Background: an optimization exercise with open tools, aiming at small area, a short achievable clock period and few clock cycles per item. Do not read the settings as production practice. The RTL was checked by simulation tests, not by an equivalence proof against the original design.

==> inputs of 02-16 <==
// eq_biquad3
module eq_biquad3 (
    input  wire        clk,
    input  wire        rst,         
    input  wire        coef_we,
    input  wire [3:0]  coef_addr,
    input  wire [31:0] coef_wdata,
    input  wire        clear,
    input  wire        in_valid,
    output reg         in_ready,
    input  wire [31:0] in_data,
    output reg         out_valid,
    output reg  [31:0] out_data
);
clock: 22.0 ns
lec_check: 0
cap_margin: 50
core_margin: 2
core_utilization: 62
cts_buf_list: sky130_fd_sc_hd__clkbuf_8
place_density: 0.78
slew_margin: 60
run.sh (not shown) runs the stock make flow with config.mk's settings and CLKGATE_MAP_FILE= SYNTH_SCRIPT=/design/flow/synth_recipe.tcl, a recipe that flattens the netlist after the stock synthesis.
==> 11-09: changes against 02-16 <==
--- a/flow/design.v
+++ b/flow/design.v
@@ -36,23 +36,22 @@
     wire [5:0]  L  = {1'b0, la} + {1'b0, lb};
     wire signed [10:0] e0 = {3'b000, a[30:23]} + {3'b000, b[30:23]} + {10'd0, ~ha} + {10'd0, ~hb} - 11'sd126;
     wire signed [10:0] e1 = e0 - $signed({5'd0, L});
     wire signed [10:0] e1m = e1 - 11'sd1;
     wire [10:0] rsh = 11'sd1 - e0;
-    reg  [29:0] q0_r, q1_r, q2_r, q3_r;
+    reg  [31:0] q0_r, q1_r, q2_r;
     reg  [5:0]  L_r, L1_r;
     reg  [7:0]  e1_r, e1m_r;
     reg         n1_r, n2_r, o1_r, o2_r;
     reg         e0pos_r;
     reg  [4:0]  e0m1_r, shr1_r;
     reg         s_r;
     reg  [1:0]  cls_r;    
     always @(posedge clk) begin
-        q0_r    <= ma * mb[5:0];
-        q1_r    <= ma * mb[11:6];
-        q2_r    <= ma * mb[17:12];
-        q3_r    <= ma * mb[23:18];
+        q0_r    <= ma * mb[7:0];
+        q1_r    <= ma * mb[15:8];
+        q2_r    <= ma * mb[23:16];
         L_r     <= (L > 6'd24) ? 6'd24 : L;
         L1_r    <= (L > 6'd24) ? 6'd25 : L + 6'd1;
         e1_r    <= e1[7:0];
         e1m_r   <= e1m[7:0];
         n1_r    <= (e1 >= 11'sd1);
@@ -63,11 +62,11 @@
         e0m1_r  <= e0[4:0] - 5'd1;
         shr1_r  <= (e0 >= 11'sd1) ? 5'd0 : (rsh > 11'd31) ? 5'd31 : rsh[4:0];
         s_r     <= a[31] ^ b[31];
         cls_r   <= is_nan ? 2'd3 : is_inf ? 2'd2 : is_zero ? 2'd1 : 2'd0;
     end
-    wire [47:0] prod = {q3_r, 18'd0} + {6'd0, q2_r, 12'd0} + {12'd0, q1_r, 6'd0} + {18'd0, q0_r};
+    wire [47:0] prod = {q2_r, 16'd0} + {8'd0, q1_r, 8'd0} + {16'd0, q0_r};
     wire [24:0] ptop = prod[47:23];
     wire        top  = ptop[5'd24 - L_r[4:0]];    
     wire        norm = top ? n1_r : n2_r;
     wire [4:0]  shl  = norm ? (top ? L_r[4:0] : L1_r[4:0]) : (e0pos_r ? e0m1_r : 5'd0);
     reg  [47:0] p2_r;
@@ -220,22 +219,22 @@
     input  wire        clear,
     input  wire        in_valid,
     output reg         in_ready,
     input  wire [31:0] in_data,
     output reg         out_valid,
-    output reg  [31:0] out_data
+    output wire [31:0] out_data
 );
     reg [31:0] coef [0:14];
     reg [31:0] s1 [0:2];
     reg [31:0] s2 [0:2];
     reg [31:0] xr;        
     reg [31:0] dr;        
     reg [31:0] ob;        
     reg        ob_h;      
     reg [31:0] cr;        
     reg        cr_h;      
-    reg [31:0] br;        
+    reg [31:0] mr;        
     reg [31:0] p1r;       
     reg [31:0] p2r;       
     reg [31:0] tr;        
     reg        w_en;
     reg [3:0]  w_addr;
@@ -243,15 +242,16 @@
     reg        rst_d, clr_d;
     reg [3:0]  ph;
     reg        va, vb;    
     reg        xfull;     
     reg        xbusy;     
-    reg [31:0] ar;        
-    reg        sel_sub;   
+    reg [7:0]  sel_a;     
+    reg        sel_bt;    
+    reg        sel_sub;
     wire busy   = va | vb;
-    wire rdy    = ~(xfull | xbusy);
-    wire accept = in_valid & rdy;
+    wire accept = in_valid & in_ready;    
+    assign out_data = dr;
     wire       wrap    = busy & (ph == 4'd14);
     wire       start   = busy ? (wrap & (xfull | accept)) : accept;
     wire       va_next = clear ? 1'b0 : (wrap | ~busy) ? start : va;
     wire       vb_next = clear ? 1'b0 : wrap ? va : vb;
     wire [3:0] ph_next = (busy & ~wrap) ? ph + 4'd1 : 4'd0;
@@ -276,34 +276,22 @@
         endcase
     endfunction
     wire [3:0] cnext = (busy & ~wrap) ? cidx(ph + 4'd1) : 4'd0;
     wire [31:0] mul_y;
     fp32_mul u_mul (.clk(clk), .a(cr), .ha(cr_h), .b(ob), .hb(ob_h), .y(mul_y));
-    wire [7:0]  sa = {(ph_next == 4'd2) | (ph_next == 4'd8) | (ph_next == 4'd12),    
-                      (ph_next == 4'd1) | (ph_next == 4'd6) | (ph_next == 4'd11),    
-                      (ph_next == 4'd10),   
-                      (ph_next == 4'd4),    
-                      (ph_next == 4'd14),   
-                      (ph_next == 4'd0),    
-                      (ph_next == 4'd9),    
-                      (ph_next == 4'd3)};   
-    wire [31:0] ar_next = ({32{sa[0]}} & s1[0]) | ({32{sa[1]}} & s1[1]) |
-                          ({32{sa[2]}} & s1[2]) | ({32{sa[3]}} & s2[0]) |
-                          ({32{sa[4]}} & s2[1]) | ({32{sa[5]}} & s2[2]) |
-                          ({32{sa[6]}} & p1r)   | ({32{sa[7]}} & p2r);
-    wire [31:0] add_a = ar;
-    wire        b_add = (ph == 4'd3) | (ph == 4'd13);
-    wire        b_t   = (ph == 4'd9);
-    wire        b_p2  = (ph == 4'd10);
-    wire [31:0] br_next = b_add ? add_y : b_t ? tr : b_p2 ? p2r : mul_y;
-    wire [31:0] add_b = br;
+    wire [31:0] add_a = ({32{sel_a[0]}} & s1[0]) | ({32{sel_a[1]}} & s1[1]) |
+                        ({32{sel_a[2]}} & s1[2]) | ({32{sel_a[3]}} & s2[0]) |
+                        ({32{sel_a[4]}} & s2[1]) | ({32{sel_a[5]}} & s2[2]) |
+                        ({32{sel_a[6]}} & p1r)   | ({32{sel_a[7]}} & p2r);
+    wire [31:0] add_b = sel_bt ? tr : mr;
     wire [31:0] add_y;
     fp32_add u_add (.clk(clk), .a(add_a), .b(add_b), .sub(sel_sub), .y(add_y));
     wire wr_d   = (ph == 4'd2) | (ph == 4'd5) | (ph == 4'd11);
-    wire wr_t   = (ph == 4'd8);
+    wire wr_t   = (ph == 4'd3) | (ph == 4'd8) | (ph == 4'd13);
     wire wr_p1  = (ph == 4'd3) | (ph == 4'd6) | (ph == 4'd12);
-    wire wr_p2  = (ph == 4'd4) | (ph == 4'd9) | (ph == 4'd10) | (ph == 4'd13);
+    wire wr_p2  = (ph == 4'd4) | (ph == 4'd10) | (ph == 4'd13);
+    wire wr_m   = ~(wr_p1 | wr_p2 | (ph == 4'd10));
     wire wr_s20 = va & (ph == 4'd14);
     wire wr_s21 = vb & (ph == 4'd4);
     wire wr_s22 = vb & (ph == 4'd10);
     wire wr_s10 = vb & (ph == 4'd1);
     wire wr_s11 = vb & (ph == 4'd6);
@@ -333,11 +321,11 @@
     endfunction
     wire xfull_next = start ? 1'b0 : (accept | xfull);
     wire xbusy_next = start ? 1'b1 : (xbusy & ~(va & (ph == 4'd8)));
     wire [31:0] cr_next = rst_d ? coef_rst(4'd0) :
                           (w_en && w_addr == cnext) ? w_data : coef[cnext];
-    wire [31:0] ob_next = ob_add ? add_y : ux_next ? (rdy ? in_data : xr) : dr;
+    wire [31:0] ob_next = ob_add ? add_y : ux_next ? (in_ready ? in_data : xr) : dr;
     integer k;
     always @(posedge clk) begin
         w_en   <= coef_we & ~rst & (coef_addr != 4'd15);
         w_addr <= coef_addr;
         w_data <= coef_wdata;
@@ -352,20 +340,27 @@
         if (zap | wr_s11) s1[1] <= zap ? 32'd0 : add_y;
         if (zap | wr_s12) s1[2] <= zap ? 32'd0 : add_y;
         if (zap | wr_s20) s2[0] <= zap ? 32'd0 : add_y;
         if (zap | wr_s21) s2[1] <= zap ? 32'd0 : add_y;
         if (zap | wr_s22) s2[2] <= zap ? 32'd0 : add_y;
-        if (rdy) xr <= in_data;
+        if (in_ready) xr <= in_data;
         if (wr_d)   dr <= add_y;
-        out_data <= dr;      
         if (wr_t)   tr <= add_y;
-        br <= br_next;
+        if (wr_m)   mr <= mul_y;
         if (wr_p1)  p1r <= mul_y;
         if (wr_p2)  p2r <= mul_y;
         ob   <= ob_next;
         ob_h <= |ob_next[30:23];
-        ar       <= ar_next;
+        sel_a[0] <= (ph_next == 4'd3);
+        sel_a[1] <= (ph_next == 4'd9);
+        sel_a[2] <= (ph_next == 4'd0);
+        sel_a[3] <= (ph_next == 4'd14);
+        sel_a[4] <= (ph_next == 4'd4);
+        sel_a[5] <= (ph_next == 4'd10);
+        sel_a[6] <= (ph_next == 4'd1) | (ph_next == 4'd6) | (ph_next == 4'd11);
+        sel_a[7] <= (ph_next == 4'd2) | (ph_next == 4'd8) | (ph_next == 4'd12);
+        sel_bt   <= (ph_next == 4'd4) | (ph_next == 4'd10) | (ph_next == 4'd14);
         sel_sub  <= (ph_next == 4'd1) | (ph_next == 4'd6) | (ph_next == 4'd11) |
                     (ph_next == 4'd2) | (ph_next == 4'd8) | (ph_next == 4'd12);
         if (rst) begin
             ph        <= 4'd0;
             va        <= 1'b0;
==> flow/config.mk (replaced) <==
export PLATFORM = sky130hd
export DESIGN_NAME = eq_biquad3
export DESIGN_NICKNAME = eq_biquad3
export VERILOG_FILES = /design/flow/design.v
export SDC_FILE = /design/flow/constraint.sdc
export NUM_CORES = 4
export LEC_CHECK = 0
export CAP_MARGIN = 20
export CORE_MARGIN = 2
export CORE_UTILIZATION = 40
export PLACE_DENSITY = 0.6
export SLEW_MARGIN = 20
==> 04-15: changes against 02-16 <==
--- a/flow/design.v
+++ b/flow/design.v
@@ -21,24 +21,24 @@
     wire is_nan  = a_nan | b_nan | (a_inf & b_zero) | (b_inf & a_zero);
     wire is_inf  = a_inf | b_inf;
     wire is_zero = a_zero | b_zero | (a_sub & b_sub);
     wire [23:0] ma = {ha, a[22:0]};
     wire [23:0] mb = {hb, b[22:0]};
-    reg [4:0] la, lb;
+    wire [23:0] msub = ha ? mb : ma;
+    reg  [4:0]  lz;
     integer i;
     always @(*) begin
-        la = 5'd23;
-        lb = 5'd23;
-        for (i = 0; i < 24; i = i + 1) begin
-            if (ma[i]) la = 5'd23 - i[4:0];
-            if (mb[i]) lb = 5'd23 - i[4:0];
-        end
+        lz = 5'd24;
+        for (i = 0; i < 24; i = i + 1)
+            if (msub[i]) lz = 5'd23 - i[4:0];
     end
-    wire [5:0]  L  = {1'b0, la} + {1'b0, lb};
+    wire [5:0]  L  = {1'b0, lz};
     wire signed [10:0] e0 = {3'b000, a[30:23]} + {3'b000, b[30:23]} + {10'd0, ~ha} + {10'd0, ~hb} - 11'sd126;
     wire signed [10:0] e1 = e0 - $signed({5'd0, L});
     wire signed [10:0] e1m = e1 - 11'sd1;
+    wire signed [10:0] Ls  = $signed({5'd0, L});
+    wire signed [10:0] e0o = e0 - 11'sd255;
     wire [10:0] rsh = 11'sd1 - e0;
     reg  [29:0] q0_r, q1_r, q2_r, q3_r;
     reg  [5:0]  L_r, L1_r;
     reg  [7:0]  e1_r, e1m_r;
     reg         n1_r, n2_r, o1_r, o2_r;
@@ -53,14 +53,14 @@
         q3_r    <= ma * mb[23:18];
         L_r     <= (L > 6'd24) ? 6'd24 : L;
         L1_r    <= (L > 6'd24) ? 6'd25 : L + 6'd1;
         e1_r    <= e1[7:0];
         e1m_r   <= e1m[7:0];
-        n1_r    <= (e1 >= 11'sd1);
-        n2_r    <= (e1 >= 11'sd2);
-        o1_r    <= (e1 >= 11'sd255);
-        o2_r    <= (e1 >= 11'sd256);
+        n1_r    <= (e0 > Ls);               
+        n2_r    <= (e0 > Ls + 11'sd1);      
+        o1_r    <= (e0o >= Ls);             
+        o2_r    <= (e0o > Ls);              
         e0pos_r <= (e0 >= 11'sd1);
         e0m1_r  <= e0[4:0] - 5'd1;
         shr1_r  <= (e0 >= 11'sd1) ? 5'd0 : (rsh > 11'd31) ? 5'd31 : rsh[4:0];
         s_r     <= a[31] ^ b[31];
         cls_r   <= is_nan ? 2'd3 : is_inf ? 2'd2 : is_zero ? 2'd1 : 2'd0;
@@ -234,11 +234,10 @@
     reg [31:0] cr;        
     reg        cr_h;      
     reg [31:0] br;        
     reg [31:0] p1r;       
     reg [31:0] p2r;       
-    reg [31:0] tr;        
     reg        w_en;
     reg [3:0]  w_addr;
     reg [31:0] w_data;
     reg        rst_d, clr_d;
     reg [3:0]  ph;
@@ -290,18 +289,17 @@
                           ({32{sa[2]}} & s1[2]) | ({32{sa[3]}} & s2[0]) |
                           ({32{sa[4]}} & s2[1]) | ({32{sa[5]}} & s2[2]) |
                           ({32{sa[6]}} & p1r)   | ({32{sa[7]}} & p2r);
     wire [31:0] add_a = ar;
     wire        b_add = (ph == 4'd3) | (ph == 4'd13);
-    wire        b_t   = (ph == 4'd9);
-    wire        b_p2  = (ph == 4'd10);
-    wire [31:0] br_next = b_add ? add_y : b_t ? tr : b_p2 ? p2r : mul_y;
+    wire        b_p2  = (ph == 4'd9) | (ph == 4'd10);
+    wire [31:0] br_next = b_add ? add_y : b_p2 ? p2r : mul_y;
     wire [31:0] add_b = br;
     wire [31:0] add_y;
     fp32_add u_add (.clk(clk), .a(add_a), .b(add_b), .sub(sel_sub), .y(add_y));
     wire wr_d   = (ph == 4'd2) | (ph == 4'd5) | (ph == 4'd11);
-    wire wr_t   = (ph == 4'd8);
+    wire wr_t   = (ph == 4'd8);     
     wire wr_p1  = (ph == 4'd3) | (ph == 4'd6) | (ph == 4'd12);
     wire wr_p2  = (ph == 4'd4) | (ph == 4'd9) | (ph == 4'd10) | (ph == 4'd13);
     wire wr_s20 = va & (ph == 4'd14);
     wire wr_s21 = vb & (ph == 4'd4);
     wire wr_s22 = vb & (ph == 4'd10);
@@ -355,14 +353,13 @@
         if (zap | wr_s21) s2[1] <= zap ? 32'd0 : add_y;
         if (zap | wr_s22) s2[2] <= zap ? 32'd0 : add_y;
         if (rdy) xr <= in_data;
         if (wr_d)   dr <= add_y;
         out_data <= dr;      
-        if (wr_t)   tr <= add_y;
         br <= br_next;
         if (wr_p1)  p1r <= mul_y;
-        if (wr_p2)  p2r <= mul_y;
+        if (wr_p2 | wr_t) p2r <= wr_t ? add_y : mul_y;
         ob   <= ob_next;
         ob_h <= |ob_next[30:23];
         ar       <= ar_next;
         sel_sub  <= (ph_next == 4'd1) | (ph_next == 4'd6) | (ph_next == 4'd11) |
                     (ph_next == 4'd2) | (ph_next == 4'd8) | (ph_next == 4'd12);
--- a/flow/config.mk
+++ b/flow/config.mk
@@ -6,8 +6,7 @@
 export NUM_CORES = 4
 export LEC_CHECK = 0
 export CAP_MARGIN = 50
 export CORE_MARGIN = 2
 export CORE_UTILIZATION = 62
-export CTS_BUF_LIST = sky130_fd_sc_hd__clkbuf_8
 export PLACE_DENSITY = 0.78
 export SLEW_MARGIN = 60
==> metrics.md <==
| Metric | Value |
|---|---|
| WHS | `roughly 0.31 ns` |
| Multi-input combinational gate total | `between 4k and 5k` |
| Syn Nets | `between 8k and 9k` |
| WL/cell | `roughly 25 µm` |
| Placed cells | `approximately 9.7k` |
| Final WS setup | `~14 ns` |
| Top Layer Used | `met5` |
| Required time worst endpoint | `between 20 and 25 ns` |
| Status | `no timing/DRC/antenna violations` |
| Placed cell area | `between 80000 and 90000 µm²` |
| Sequential cell area share | `about 40%` |
| Root Driver | `clkbuf_16` |
-- figures above: 11-09

==> metrics.md <==
| Metric | Value |
|---|---|
| Status | `no timing/DRC/antenna violations` |
| Top Layer Used | `met4` |
| Root Driver | `clkbuf_8` |
| Sequential cell area share | `40.4%` |
| Placed cell area | `between 80000 and 90000 µm²` |
| Syn Nets | `between 8k and 9k` |
| Final WS setup | `roughly 16 ns` |
| Required time worst endpoint | `~18 ns` |
| WHS | `around 0.33 ns` |
| WL/cell | `approximately 25 µm` |
-- figures above: 02-16

==> metrics.md <==
| Metric | Value |
|---|---|
| Placed cell area | `83200 µm²` |
| Multi-input combinational gate total | `about 5k` |
| Final WS setup | `around 16 ns` |
| Top Layer Used | `met5` |
| WL/cell | `27.3 µm` |
| Required time worst endpoint | `~18 ns` |
| Root Driver | `clkbuf_16` |
| Max Buffers Root-to-Sink | `3` |
| Placed cells | `between 8k and 9k` |
| Status | `no timing/DRC/antenna violations` |
| WHS | `between 0.3 and 0.4 ns` |
| Sequential cell area share | `approximately 39%` |
| Syn Nets | `between 8k and 9k` |
-- figures above: 04-15

Testbench counts of 02-16, summed over its fixed seeds: cycles 123,328, items 8,192.
Testbench counts of 11-09, summed over its fixed seeds: cycles 123,328, items 8,192.
Testbench counts of 04-15, summed over its fixed seeds: cycles 123,328, items 8,192.

## what the ideal ports hide
The results above use ideal ports. As a check the final layouts listed here were re-extracted and re-timed, cells and wires unchanged.
Step 1, drivers: a clkbuf_16 drives clk and a buf_2 each remaining input, both assumed.
Step 2 also shifts input and output timing later by t, the mid clock arrival at the registers, as if the neighbouring blocks saw the same clock.
a / b / c = ideal / step 1 / step 2; a / b = the first two.
run	shift t [ns]	setup WS [ns]	worst register clock-pin slew, ns	cell pins on the clock port's net
02-16	1.030	15.608 / 15.531 / 15.689	0.08 / 0.08	1
11-09	0.873	14.455 / 14.455 / 14.455	0.07 / 0.07	1
04-15	0.863	15.566 / 15.487 / 15.270	0.07 / 0.07	1
After both steps setup and hold are still met in every run listed. The setup slack of 04-15, which loses most, moves by -0.079 ns with the drivers and by -0.296 ns with both steps.
